What follows belongs to an exercise in optimizing a design on an open flow for a short achievable clock period; a production flow would make more cautious choices. No functional check of the RTL was part of this run. Power is estimated from default activity; no workload was simulated.

$ cat design.v
module pwmcore (
    input  wire        clk,
    input  wire        rst,           
    input  wire        cmd_valid,
    input  wire [31:0] cmd_word,
    output reg         resp_valid,
    output wire [31:0] resp_word,
    input  wire [7:0]  ev_in,
    output reg  [3:0]  pin_h,
    output reg  [3:0]  pin_l,
    output wire        irq_fault,
    output wire [3:0]  irq_match,
    output wire        irq_ovf
);
    localparam N = 4;
    function automatic pfx16(input [15:0] g_in, input [15:0] p_in);
        reg [15:0] g, p;
        integer s, j;
        begin
            g = g_in;
            p = p_in;
            for (s = 1; s < 16; s = s * 2)
                for (j = 0; j < 16; j = j + 2 * s) begin
                    g[j+2*s-1] = g[j+2*s-1] | (p[j+2*s-1] & g[j+s-1]);
                    p[j+2*s-1] = p[j+2*s-1] & p[j+s-1];
                end
            pfx16 = g[15];
        end
    endfunction
    function automatic lt16(input [15:0] a, input [15:0] b);
        lt16 = pfx16(~a & b, ~(a ^ b));
    endfunction
    function automatic sum_ge(input [7:0] lo, input [7:0] hi, input [15:0] p);
        reg [8:0]  nq, s, b;
        reg [9:0]  c;
        integer j;
        begin
            nq = ~p[8:0];
            c[0] = 1'b0;
            for (j = 0; j < 9; j = j + 1) begin
                s[j]   = (j < 8 ? lo[j] ^ hi[j] : 1'b0) ^ nq[j];
                c[j+1] = (j < 8) ? ((lo[j] & hi[j]) | (lo[j] & nq[j]) | (hi[j] & nq[j])) : 1'b0;
            end
            b = {c[8:1], 1'b1};
            sum_ge = ~|p[15:9] & pfx16({7'd0, s & b}, {7'h7F, s | b});
        end
    endfunction
    function automatic [15:0] inc16(input [15:0] a);
        integer j;
        begin
            for (j = 0; j < 16; j = j + 1)
                inc16[j] = a[j] ^ (&(a | ~((16'd1 << j) - 16'd1)));
        end
    endfunction
    function automatic [15:0] dec16(input [15:0] a);
        integer j;
        begin
            for (j = 0; j < 16; j = j + 1)
                dec16[j] = a[j] ^ ~(|(a & ((16'd1 << j) - 16'd1)));
        end
    endfunction
    function automatic [9:0] dec10(input [9:0] a);
        integer j;
        begin
            for (j = 0; j < 10; j = j + 1)
                dec10[j] = a[j] ^ ~(|(a & ((10'd1 << j) - 10'd1)));
        end
    endfunction
    function automatic [7:0] dec8(input [7:0] a);
        integer j;
        begin
            for (j = 0; j < 8; j = j + 1)
                dec8[j] = a[j] ^ ~(|(a & ((8'd1 << j) - 8'd1)));
        end
    endfunction
    reg        enabled;
    reg        fstate;          
    reg        forced;
    reg        restart;         
    reg        safe;
    reg [7:0]  evmask;
    reg [N-1:0] match;
    reg        ovf;
    reg        faultif;
    reg        cfgerr;
    reg [7:0]  ev_prev;
    reg        resp_hi31, resp_hi29, resp_hi28;
    reg [15:0] resp_lo;
    reg        pend_car, pend_max, pend_dt;
    reg [N-1:0] wr_r;           
    reg [31:0] cw;              
    reg [15:0] cw_pm1;          
    reg [N-1:0] cw_raw;         
    reg [N-1:0] r2_r;           
    reg [15:0] period;
    reg [15:0] period_m1;       
    reg        direction;       
    reg        mode;            
    reg [9:0]  div_m1;          
    reg [15:0] max_duty;
    reg [7:0]  dt_low  [0:N-1];
    reg [7:0]  dt_high [0:N-1];
    reg [15:0] ncnt_p;          
    reg        nphase_p;        
    reg        nbnd_p;          
    reg [15:0] ncnt_s;          
    reg        nphase_s;
    reg        nbnd_s;
    reg [9:0]  prem_p;          
    reg [9:0]  prem_d;          
    reg        phit_p;          
    reg        phit_d;          
    reg [15:0] pending_p [0:N-1];
    reg [15:0] active_p  [0:N-1];
    reg [N-1:0] raw_p;
    reg [7:0]  dt_p  [0:N-1];
    reg [7:0]  dt_a1 [0:N-1];   
    reg [7:0]  dt_a0 [0:N-1];   
    wire        tk  = enabled & phit_p;       
    wire        tkb = tk & nbnd_p;            
    wire [15:0] period_e    = pend_car ? cw[15:0] : period;
    wire [15:0] period_m1_e = pend_car ? cw_pm1 : period_m1;
    wire        direction_e = pend_car ? cw[27] : direction;
    wire        mode_e      = pend_car ? cw[26] : mode;
    wire [9:0]  div_m1_e    = pend_car ? dec10(cw[25:16]) : div_m1;
    wire [15:0] max_duty_e  = pend_max ? cw[15:0] : max_duty;
    wire [15:0] ncnt_e   = pend_car ? (cw[27] ? 16'd1 : cw_pm1) : (tk ? ncnt_s : ncnt_p);
    wire        nphase_e = ~pend_car & (tk ? nphase_s : nphase_p);
    wire        nbnd_e   = ~pend_car & (tk ? nbnd_s : nbnd_p);
    wire [9:0]  prem_e   = pend_car ? dec10(cw[25:16]) :
                           tk ? div_m1 : (enabled ? prem_d : prem_p);
    wire        phit_e   = pend_car ? (cw[25:16] == 10'd1) :
                           tk ? (div_m1 == 10'd0) : (enabled ? phit_d : phit_p);
    reg [7:0]  dt_low_e  [0:N-1];
    reg [7:0]  dt_high_e [0:N-1];
    reg [7:0]  dt_e      [0:N-1];
    reg [15:0] pending_e [0:N-1];
    reg [15:0] active_e  [0:N-1];
    reg [N-1:0] raw_e;
    integer i;
    always @(*) begin
        for (i = 0; i < N; i = i + 1) begin
            dt_low_e[i]  = (pend_dt && cw[25:24] == i) ? cw[15:8] : dt_low[i];
            dt_high_e[i] = (pend_dt && cw[25:24] == i) ? cw[7:0]  : dt_high[i];
            pending_e[i] = wr_r[i] ? cw[15:0] : pending_p[i];
            active_e[i]  = tkb ? pending_e[i] : active_p[i];
            raw_e[i]     = pend_car ? cw_raw[i] : (tk ? r2_r[i] : raw_p[i]);
            dt_e[i]      = pend_car ? 8'd0 : (tk ? (r2_r[i] ? dt_a1[i] : dt_a0[i]) : dt_p[i]);
        end
    end
    wire [15:0] ncnt_inc = inc16(ncnt_e);
    wire [15:0] ncnt_dec = dec16(ncnt_e);
    wire        ncnt_z   = (ncnt_e == 16'd0);
    reg [15:0] s_cnt;
    reg        s_phase;
    reg        s_bnd;
    always @(*) begin
        s_cnt   = ncnt_e;
        s_phase = nphase_e;
        s_bnd   = 1'b0;
        if (mode_e == 1'b0) begin
            if (direction_e == 1'b0) begin
                if (ncnt_z) begin
                    s_cnt = period_e; s_bnd = 1'b1;
                end else begin
                    s_cnt = ncnt_dec;
                end
            end else begin
                if (ncnt_e == period_e) begin
                    s_cnt = 16'd0; s_bnd = 1'b1;
                end else begin
                    s_cnt = ncnt_inc;
                end
            end
        end else begin
            if (direction_e == 1'b0) begin
                if (nphase_e == 1'b0 && !ncnt_z) begin
                    s_cnt = ncnt_dec;
                end else begin
                    s_cnt = ncnt_inc;
                    if (ncnt_e == period_m1_e) begin
                        s_phase = 1'b0; s_bnd = 1'b1;
                    end else begin
                        s_phase = 1'b1;
                    end
                end
            end else begin
                if (nphase_e == 1'b0 && lt16(ncnt_e, period_e)) begin
                    s_cnt = ncnt_inc;
                end else begin
                    s_cnt = ncnt_dec;
                    if (ncnt_e == 16'd1) begin
                        s_phase = 1'b0; s_bnd = 1'b1;
                    end else begin
                        s_phase = 1'b1;
                    end
                end
            end
        end
    end
    reg [7:0] a1 [0:N-1];
    reg [7:0] a0 [0:N-1];
    reg [N-1:0] dz, z1, z0;
    reg [7:0] dec;
    always @(*) begin
        for (i = 0; i < N; i = i + 1) begin
            dz[i] = (dt_e[i] == 8'd0);
            dec   = dz[i] ? 8'd0 : dec8(dt_e[i]);
            a1[i] = raw_e[i] ? dec : dt_high_e[i];
            a0[i] = raw_e[i] ? dt_low_e[i] : dec;
            z1[i] = raw_e[i] ? (dt_e[i][7:1] == 7'd0) : (dt_high_e[i] == 8'd0);
            z0[i] = raw_e[i] ? (dt_low_e[i] == 8'd0) : (dt_e[i][7:1] == 7'd0);
        end
    end
    wire [3:0]  op       = cmd_word[31:28];
    wire [1:0]  ix       = cmd_word[25:24];
    wire [15:0] value    = cmd_word[15:0];
    wire [15:0] c_period = cmd_word[15:0];
    wire [9:0]  c_div    = cmd_word[25:16];
    wire        c_dir    = cmd_word[27];
    wire [7:0]  c_low    = cmd_word[15:8];
    wire [7:0]  c_high   = cmd_word[7:0];
    wire z_7_0   = ~|cmd_word[7:0];
    wire z_9_8   = ~|cmd_word[9:8];
    wire z_15_10 = ~|cmd_word[15:10];
    wire z_16    = ~cmd_word[16];
    wire z_23_17 = ~|cmd_word[23:17];
    wire z_25_24 = ~|cmd_word[25:24];
    wire z_27_26 = ~|cmd_word[27:26];
    wire z_15_0  = z_7_0 & z_9_8 & z_15_10;
    wire z_23_16 = z_16 & z_23_17;
    wire z_27_0  = z_15_0 & z_23_16 & z_25_24 & z_27_26;
    wire is_car = cmd_valid & (op == 4'h1);
    wire is_max = cmd_valid & (op == 4'h2);
    wire is_dt  = cmd_valid & (op == 4'h3);
    wire is_flt = cmd_valid & (op == 4'h4);
    wire is_sta = cmd_valid & (op == 4'h5);
    wire is_stp = cmd_valid & (op == 4'h6);
    wire is_wr  = cmd_valid & (op == 4'h7);
    wire is_rd  = cmd_valid & (op == 4'h8);
    wire is_fir = cmd_valid & (op == 4'h9);
    wire is_clr = cmd_valid & (op == 4'hA);
    wire is_st  = cmd_valid & (op == 4'hB);
    wire is_rf  = cmd_valid & (op == 4'hC);
    wire is_ack = cmd_valid & (op == 4'hD);
    wire lg_car = is_car;
    wire lg_max = is_max & z_23_16 & z_25_24 & z_27_26;
    wire lg_dt  = is_dt  & z_23_16 & z_27_26;
    wire lg_flt = is_flt & z_9_8 & z_15_10 & z_23_16 & z_25_24;
    wire lg_sta = is_sta & z_27_0;
    wire lg_stp = is_stp & z_27_0;
    wire lg_wr  = is_wr  & z_23_16 & z_27_26;
    wire lg_rd  = is_rd  & z_23_17 & z_15_0 & z_27_26;
    wire lg_fir = is_fir & z_15_0 & z_23_16 & ~cmd_word[27];
    wire lg_clr = is_clr & z_27_0;
    wire lg_st  = is_st  & z_27_0;
    wire lg_rf  = is_rf  & z_27_0;
    wire lg_ack = is_ack & z_15_10 & z_23_16 & z_25_24 & z_27_26;
    reg car_dt_bad, max_ap_bad;
    reg [N-1:0] car_raw;
    always @(*) begin
        car_dt_bad = 1'b0;
        max_ap_bad = 1'b0;
        for (i = 0; i < N; i = i + 1) begin
            if (sum_ge(dt_low_e[i], dt_high_e[i], c_period))
                car_dt_bad = 1'b1;
            if (lt16(value, active_e[i]) || lt16(value, pending_e[i]))
                max_ap_bad = 1'b1;
            car_raw[i] = ~c_dir & lt16(c_period, active_e[i]) | c_dir & (|active_e[i]);
        end
    end
    wire er_car = enabled | ~|c_period | ~|c_div | ~lt16(max_duty_e, c_period) | car_dt_bad;
    wire er_max = enabled | ~lt16(value, period_e) | max_ap_bad;
    wire er_dt  = enabled | sum_ge(c_low, c_high, period_e);
    wire er_flt = enabled;
    wire er_wr  = lt16(max_duty_e, value);
    wire er_sta = cfgerr;
    wire ok_car = lg_car & ~er_car;
    wire ok_max = lg_max & ~er_max;
    wire ok_dt  = lg_dt  & ~er_dt;
    wire ok_flt = lg_flt & ~er_flt;
    wire ok_sta = lg_sta & ~er_sta;
    wire ok_stp = lg_stp;
    wire ok_wr  = lg_wr  & ~er_wr;
    wire ok_fir = lg_fir;
    wire ok_clr = lg_clr;
    wire ok_ack = lg_ack;
    wire cfe = (lg_car & er_car) | (lg_max & er_max) | (lg_dt & er_dt) |
               (lg_flt & er_flt) | (lg_wr & er_wr) | (lg_sta & er_sta);
    wire legal = lg_car | lg_max | lg_dt | lg_flt | lg_sta | lg_stp | lg_wr |
                 lg_rd | lg_fir | lg_clr | lg_st | lg_rf | lg_ack;
    wire [N-1:0] wr_sel;
    genvar g;
    generate
        for (g = 0; g < N; g = g + 1) begin : g_wr
            assign wr_sel[g] = ok_wr & (ix == g);
        end
    endgenerate
    wire en1 = ok_sta | (enabled & ~ok_stp);
    wire tick   = en1 & phit_e;
    wire tick_b = tick & nbnd_e;
    wire fire_hit   = ok_fir & evmask[cmd_word[26:24]];
    wire fire_latch = fire_hit & ~fstate;
    wire fstate1    = fire_hit | (fstate & ~ok_clr);
    wire forced1    = forced | fire_latch;
    wire restart1   = ok_flt ? cmd_word[27] : restart;
    wire safe1      = ok_flt ? cmd_word[26] : safe;
    wire [7:0] evmask1 = ok_flt ? cmd_word[7:0] : evmask;
    wire fstate2 = fstate1 & ~(tick_b & restart1);
    wire forced2 = forced1 & ~(tick_b & ~fstate2);
    wire ev_any   = |(ev_in & ~ev_prev & evmask1);
    wire ev_latch = ev_any & ~fstate2;
    wire fstate_n  = fstate2 | ev_any;
    wire forced_n  = forced2 | ev_latch;
    wire faultif_n = ev_latch | fire_latch | (faultif & ~(ok_ack & cmd_word[9]));
    wire ovf_n     = tick_b | (ovf & ~(ok_ack & cmd_word[8]));
    wire lt_v = lt16(ncnt_e, value);
    wire eq_v = ncnt_e == value;
    reg [N-1:0] r2, hit, match_n, h_n, l_n;
    always @(*) begin
        for (i = 0; i < N; i = i + 1) begin
            r2[i]  = tick_b ? (wr_sel[i] ? lt_v : lt16(ncnt_e, pending_e[i]))
                            : lt16(ncnt_e, active_e[i]);
            hit[i] = ~nphase_e & (tick_b ? (wr_sel[i] ? eq_v : (ncnt_e == pending_e[i]))
                                         : (ncnt_e == active_e[i]));
            match_n[i] = (match[i] & ~(ok_ack & cmd_word[i])) | (tick & hit[i]);
            h_n[i] = en1 & (tick ? ( r2[i] & z1[i]) : ( raw_e[i] & dz[i]));
            l_n[i] = en1 & (tick ? (~r2[i] & z0[i]) : (~raw_e[i] & dz[i]));
        end
    end
    wire [15:0] flags_word = {2'b00, fstate, enabled, forced, cfgerr, faultif, ovf,
                              4'b0000, match};
    wire [15:0] rd_duty = cmd_word[16] ? pending_e[ix] : active_e[ix];
    wire [15:0] rd_data = ({16{lg_rd}} & rd_duty) |
                          ({16{lg_st}} & {15'd0, fstate}) |
                          ({16{lg_rf}} & flags_word);
    always @(posedge clk) begin
        resp_hi31 <= ~legal | cfe;
        resp_hi29 <= ~legal;
        resp_hi28 <= legal & cfe;
        resp_lo   <= rd_data;
        cw     <= cmd_word;
        cw_pm1 <= dec16(c_period);
        cw_raw <= car_raw;
        r2_r   <= r2;
        ncnt_s   <= s_cnt;
        nphase_s <= s_phase;
        nbnd_s   <= s_bnd;
        prem_d   <= dec10(prem_e);
        phit_d   <= (prem_e == 10'd1);
        for (i = 0; i < N; i = i + 1) begin
            dt_a1[i] <= a1[i];
            dt_a0[i] <= a0[i];
        end
        if (rst) begin
            enabled    <= 1'b0;
            fstate     <= 1'b0;
            forced     <= 1'b0;
            restart    <= 1'b0;
            safe       <= 1'b0;
            evmask     <= 8'h00;
            match      <= {N{1'b0}};
            ovf        <= 1'b0;
            faultif    <= 1'b0;
            cfgerr     <= 1'b0;
            ev_prev    <= 8'h00;
            resp_valid <= 1'b0;
            pin_h      <= {N{1'b0}};
            pin_l      <= {N{1'b0}};
            pend_car   <= 1'b0;
            pend_max   <= 1'b0;
            pend_dt    <= 1'b0;
            wr_r       <= {N{1'b0}};
            period    <= 16'hFFFF;
            period_m1 <= 16'hFFFE;
            direction <= 1'b0;
            mode      <= 1'b0;
            div_m1    <= 10'd0;
            max_duty  <= 16'd0;
            ncnt_p    <= 16'hFFFE;
            nphase_p  <= 1'b0;
            nbnd_p    <= 1'b0;
            prem_p    <= 10'd0;
            phit_p    <= 1'b1;
            raw_p     <= {N{1'b0}};
            for (i = 0; i < N; i = i + 1) begin
                dt_low[i]    <= 8'd0;
                dt_high[i]   <= 8'd0;
                pending_p[i] <= 16'd0;
                active_p[i]  <= 16'd0;
                dt_p[i]      <= 8'd0;
            end
        end else begin
            enabled    <= en1;
            fstate     <= fstate_n;
            forced     <= forced_n;
            restart    <= restart1;
            safe       <= safe1;
            evmask     <= evmask1;
            match      <= match_n;
            ovf        <= ovf_n;
            faultif    <= faultif_n;
            if (cfe)
                cfgerr <= 1'b1;
            ev_prev    <= ev_in;
            resp_valid <= cmd_valid;
            for (i = 0; i < N; i = i + 1) begin
                pin_h[i] <= forced_n ? safe1 : h_n[i];
                pin_l[i] <= forced_n ? safe1 : l_n[i];
            end
            pend_car   <= ok_car;
            pend_max   <= ok_max;
            pend_dt    <= ok_dt;
            wr_r       <= wr_sel;
            period    <= period_e;
            period_m1 <= period_m1_e;
            direction <= direction_e;
            mode      <= mode_e;
            div_m1    <= div_m1_e;
            max_duty  <= max_duty_e;
            ncnt_p    <= ncnt_e;
            nphase_p  <= nphase_e;
            nbnd_p    <= nbnd_e;
            prem_p    <= prem_e;
            phit_p    <= phit_e;
            raw_p     <= raw_e;
            for (i = 0; i < N; i = i + 1) begin
                dt_low[i]    <= dt_low_e[i];
                dt_high[i]   <= dt_high_e[i];
                pending_p[i] <= pending_e[i];
                active_p[i]  <= active_e[i];
                dt_p[i]      <= dt_e[i];
            end
        end
    end
    assign resp_word = {resp_hi31, 1'b0, resp_hi29, resp_hi28, 12'd0, resp_lo};
    assign irq_fault = faultif;
    assign irq_match = match;
    assign irq_ovf   = ovf;
endmodule
$ cat run.sh
#!/bin/bash
# synth_recipe.tcl (not shown) runs the flow's synth.tcl, then flattens the netlist and writes it again
# the make line also repeats each setting of config.mk as NAME=value (left out here)
make -C /OpenROAD-flow-scripts/flow DESIGN_CONFIG=/design/flow/config.mk WORK_HOME=/design/flow/orfs CLKGATE_MAP_FILE= SYNTH_SCRIPT=/design/flow/synth_recipe.tcl finish
$ cat config.mk
export PLATFORM = sky130hd
export DESIGN_NAME = pwmcore
export DESIGN_NICKNAME = pwmcore
export VERILOG_FILES = /design/flow/design.v
export SDC_FILE = /design/flow/constraint.sdc
export NUM_CORES = 4
export LEC_CHECK = 0
export ABC_CLOCK_PERIOD_IN_PS = 2500
export CAP_MARGIN = 20
export CORE_MARGIN = 2
export CORE_UTILIZATION = 40
export PLACE_DENSITY = 0.6
export SETUP_SLACK_MARGIN = 4.8
export SLEW_MARGIN = 20
$ cat constraint.sdc
create_clock -name core_clock -period 7.6 [get_ports {clk}]
set_input_delay 1.5200 -clock core_clock [delete_from_list [all_inputs] [get_ports {clk}]]
set_output_delay 1.5200 -clock core_clock [all_outputs]
set_load 0.01 [all_outputs]
==> impl_metrics.env <==
export IMPL_synth_fa_ha_area_share_pct=16.1
export IMPL_syn_inst=3525
export IMPL_cts_tree="done"
export IMPL_status="complete, no violations"
export IMPL_nets=4436
export IMPL_grt_pass1_wl_um=190000
export IMPL_met1_usage_pct=42.9
export IMPL_dieArea_mm2=0.0814
export IMPL_period_needed_ns=4.02
export IMPL_pwr_share_seq_pct=45.0
export IMPL_p_per_area_mw_per_mm2=143
export IMPL_ir_drop_uv=176
export IMPL_syn_to_final_growth_pct=38.0
export IMPL_fp_coreArea_mm2=0.0786
export IMPL_cp_required_ns=8.14
export IMPL_yosysTopAreaCell="dfxtp_1"
export IMPL_min_to="div_m1[0]"
export IMPL_synth_simple_gate_area_share_pct=17.1
export IMPL_drive_above_1_share_pct=32.7
export IMPL_synth_edf_count=0
export IMPL_grt_total_usage_pct=31.3
export IMPL_pwr_share_clk_pct=46.1
export IMPL_worstSkewPairLatency_ns=0.68
export IMPL_grt_busiest_layer="met2"
export IMPL_synth_area_mm2=0.0316
export IMPL_num_rows=103
export IMPL_min_path_cells=1
export IMPL_fin_tns_setup_ns=0
export IMPL_synthArstFlopShare_pct=0
export IMPL_netlist_area_leader_share_pct=33.2
export IMPL_portBuffers=76
export IMPL_synthXorXnorAreaFrac_pct=1.43
export IMPL_post_drt_wl_per_cell_um=26.1
export IMPL_drc=0
export IMPL_synthTopCellsByArea="dfxtp_1 (33%), ha_1 (14%), mux2i_1 (7.8%), nor2_1 (5.7%), a21oi_1 (3.6%)"
export IMPL_grt_util_met2_pct=46.0
export IMPL_max_freq_mhz=248
export IMPL_combPwrFrac_pct=9.0
export IMPL_critPathMaxStageDelay_ns=0.44
export IMPL_use_met3_pct=6.47
export IMPL_slowest_stage="or4_4"
export IMPL_slew_violations=0
export IMPL_ctsLongestPathBuffers=3
export IMPL_clock_sinks=525
export IMPL_setup_violations=0
export IMPL_overflow=0
export IMPL_ys_warn_count=15
export IMPL_die_w_um=285
export IMPL_p_leak_nw=20.2
export IMPL_fin_area_mm2=0.0437
export IMPL_holdBufCountCts=0
export IMPL_antenna_left=0
export IMPL_rsz0062_at_grt="yes"
export IMPL_fin_skew_ns=0.0505
export IMPL_worstSetupStartpointType="input pin"
export IMPL_switching_power_w=0.00165
export IMPL_gp_congestion=1.00
export IMPL_clk_pin_slew_ns=0.06
export IMPL_cp_cell_sequence="clkbuf_4 > clkinvlp_4 > buf_4 > ha_1 > nand4_1 > nor2_2 > a21boi_2 > a311o_1 > or4_4 > nor4_4 > o221ai_2 > a311oi_2 > nand3b_1"
export IMPL_crit_fanout=6
export IMPL_swShare_pct=26.4
export IMPL_synth_seq_area_share_pct=33.2
export IMPL_antenna_found_initial=12
export IMPL_die_h_um=285
export IMPL_fillers=6776
export IMPL_first_pass_iters=8
export IMPL_end_kind="register"
export IMPL_vias=30566
export IMPL_ys_ff_latch=525
export IMPL_regToRegSetupSlack_ns=3.58
export IMPL_grt_max_degree=148
export IMPL_post_route_period_util_pct=53.0
export IMPL_pre_cts_slack_ns=1.83
export IMPL_num_io_pins=90
export IMPL_hold_start="cw[16]"
export IMPL_routed_wl_um=133000
export IMPL_worstReg2RegEnd="resp_hi31"
export IMPL_total_power_w=0.00626
export IMPL_cts_made_buffers=59
export IMPL_worstPathArrival_ns=4.56
export IMPL_cts_root_buf="clkbuf_16"
export IMPL_r2r_start="phit_p"
export IMPL_hold_class="register to register"
export IMPL_vias_per_cell=5.98
export IMPL_htreeDepth=2
export IMPL_relSlewSlack_pct=27.7
export IMPL_synth_area_per_cell_um2=8.98
export IMPL_hold_violations=0
export IMPL_p_int_w=0.00461
export IMPL_cap_violations=0
export IMPL_synth_distinct_cells=104
export IMPL_r2r_cells=17
export IMPL_hpwl_um=84600
export IMPL_synthMuxAreaShare_pct=11.2
export IMPL_worst_pin_slew_ns=1.07
export IMPL_synth_top_family_by_area="simple AND/OR/NAND/NOR gates"
export IMPL_holdWs_ns=0.471
export IMPL_start_util_pct=40.3
export IMPL_synth_compound_area_share_pct=15.7
export IMPL_grt_pass1_vias=28476
export IMPL_layout_setup_ws_ns=3.58
export IMPL_worstSetupPathType="input pin to register"
export IMPL_drt_iter0_markers=3822
export IMPL_ys_flop_type="dfxtp_1"
export IMPL_place_area_mm2=0.0339
power by group through the flow:
stage,clock [W],combinational (W),sequential (W)
after global placement,0,0.000408,0.00287
after floorplan,0,0.000254,0.00285
final,0.00288,0.000561,0.00281
after detailed placement,0,0.000411,0.00287
after CTS,0.00291,0.000513,0.00281
after global routing,0.00303,0.000588,0.00281
through the flow:
stage / utilization, % / instances
after floorplan: - / 3537
after CTS: 52.7 / 4974
after global placement: 43.1 / 4550
after detailed placement: 43.1 / 4550
final: 55.6 / 5109
after global routing: 55.6 / 5106
repair_timing:
| action | CTS | global route |
|---|---|---|
| setup buffers | 297 | 131 |
| setup endpoints to repair | 201 | 164 |
| pin swaps | 156 | 128 |
| resized for setup | 833 | 325 |
| cloned | 21 | 0 |
| endpoints found under the hold margin | 0 | 0 |
layer usage:
layer,vias to the layer above,share of wire [%]
met3,442,12
met5,-,0.053
met1,14766,40
li1,13612,-
met4,10,6.4
met2,1736,42
cells in the mapped netlist (all sizes together) (34+ instances only):
cell type,n
o21ai,112
nand4,92
mux2i,250
xnor2,41
inv,220
mux4,34
buf,67
nor3,37
clkbuf,113
fa,38
a211oi,60
nand3,64
ha,345
a21oi,227
nor2b,62
a21o,95
nor2,482
nand2,163
dfxtp,525
nand2b,45
kinds of logic (layout without fill, tap and decap cells):
| family | count (synthesis) | after routing |
|---|---|---|
| flops | 525 | 525 |
| xor+xnor | 50 | 50 |
| buf+inv | 401 | 913 |
| compound gates | 748 | 749 |
| simple gates | 1109 | 1114 |
| fa+ha+maj | 385 | 385 |
| other cells | 1 | 17 |
| mux | 306 | 306 |
layout make-up:
class                      count  area [um^2]  area share [%]
sequential                   525        10600            24.3
multi-input combinational   2617        22900            52.5
inverter                     221          931            2.13
clock buffer                  83         1670            3.82
clock inverter                23          260           0.596
timing repair buffer         586         5980            13.7
antenna                        4         10.0          0.0229
tap                         1050         1310            3.01
how the worst max path moves through the flow:
| stage | from | end | slack, ns |
|---|---|---|---|
| final | cmd_word[11] | resp_hi31 | 3.58 |
| after global placement | cmd_word[15] | resp_hi31 | 1.85 |
| after floorplan | cmd_word[1] | pin_h[0] | 3.38 |
| after detailed placement | cmd_word[8] | resp_hi31 | 1.83 |
| after CTS | cmd_word[15] | resp_hi31 | 3.65 |
| after global routing | phit_p | ncnt_s[10] | 3.55 |
cells in the final DEF, fill, tap and decap left out, types with 20 or more instances in the layout:
cell	instances
dfxtp_1	491
buf_6	103
nand2_1	145
a21o_1	94
nand4_1	92
buf_4	332
inv_2	38
xnor2_1	38
nand2b_1	42
inv_1	157
o21ai_0	75
ha_4	40
mux2i_2	38
mux2i_1	189
mux2i_4	23
nor2b_1	54
a211oi_2	24
a21oi_1	139
a21oi_2	53
a21oi_4	35
a211oi_1	31
clkinvlp_4	22
o211ai_1	28
or2_2	22
nor3_1	20
fa_1	38
buf_12	56
nor2_4	20
mux4_2	34
nor2_1	423
o21ai_1	25
nor2_2	39
buf_2	20
ha_1	299
nand3_1	52
clkbuf_16	59
critical path, delay by kind of cell:
family,cells,cell delay [ns]
AO/OA/AOI/OAI,4,0.90
buffers and inverters,3,0.67
AND/OR/NAND/NOR,5,1.15
adder cells (fa/ha/maj),1,0.32
flip-flops by register name (all words and copies together) (netlist names), 16 cells and up:
name,cells
active_p,64
cw,28
cw_pm1,16
dt_a0,32
dt_a1,32
dt_high,32
dt_low,32
dt_p,32
max_duty,16
ncnt_p,16
ncnt_s,16
pending_p,64
period,16
period_m1,16
resp_lo,16

port drivers added, routing unchanged:
How much do the figures lean on ideal ports? The routed layout below was timed once more, with nothing changed but the port constraints.
Step 1 sets driving cells, clkbuf_16 on the clock port and buf_2 on the other inputs (assumed; they add their load-dependent delay and slew).
Step 2 adds t to the input delays and takes it off the output delays; t is the mean of the earliest and latest rising clock arrival at the registers after step 1. Input paths then give back, and output paths get back, about the clock's delay inside the block.
a / b / c = ideal ports / drivers / drivers and shift; a / b = the first two.
t, ns: 0.725
setup slack, ns: 3.575 / 3.580 / 2.879
worst setup path after step 2: input to register
clock arrival spread, ns: 0.050 / 0.050
pins driven straight from the clock port: 1
After both steps this run still meets setup and hold. For this run, drivers alone change the setup slack by +0.005 ns; drivers and shift together by -0.696 ns.
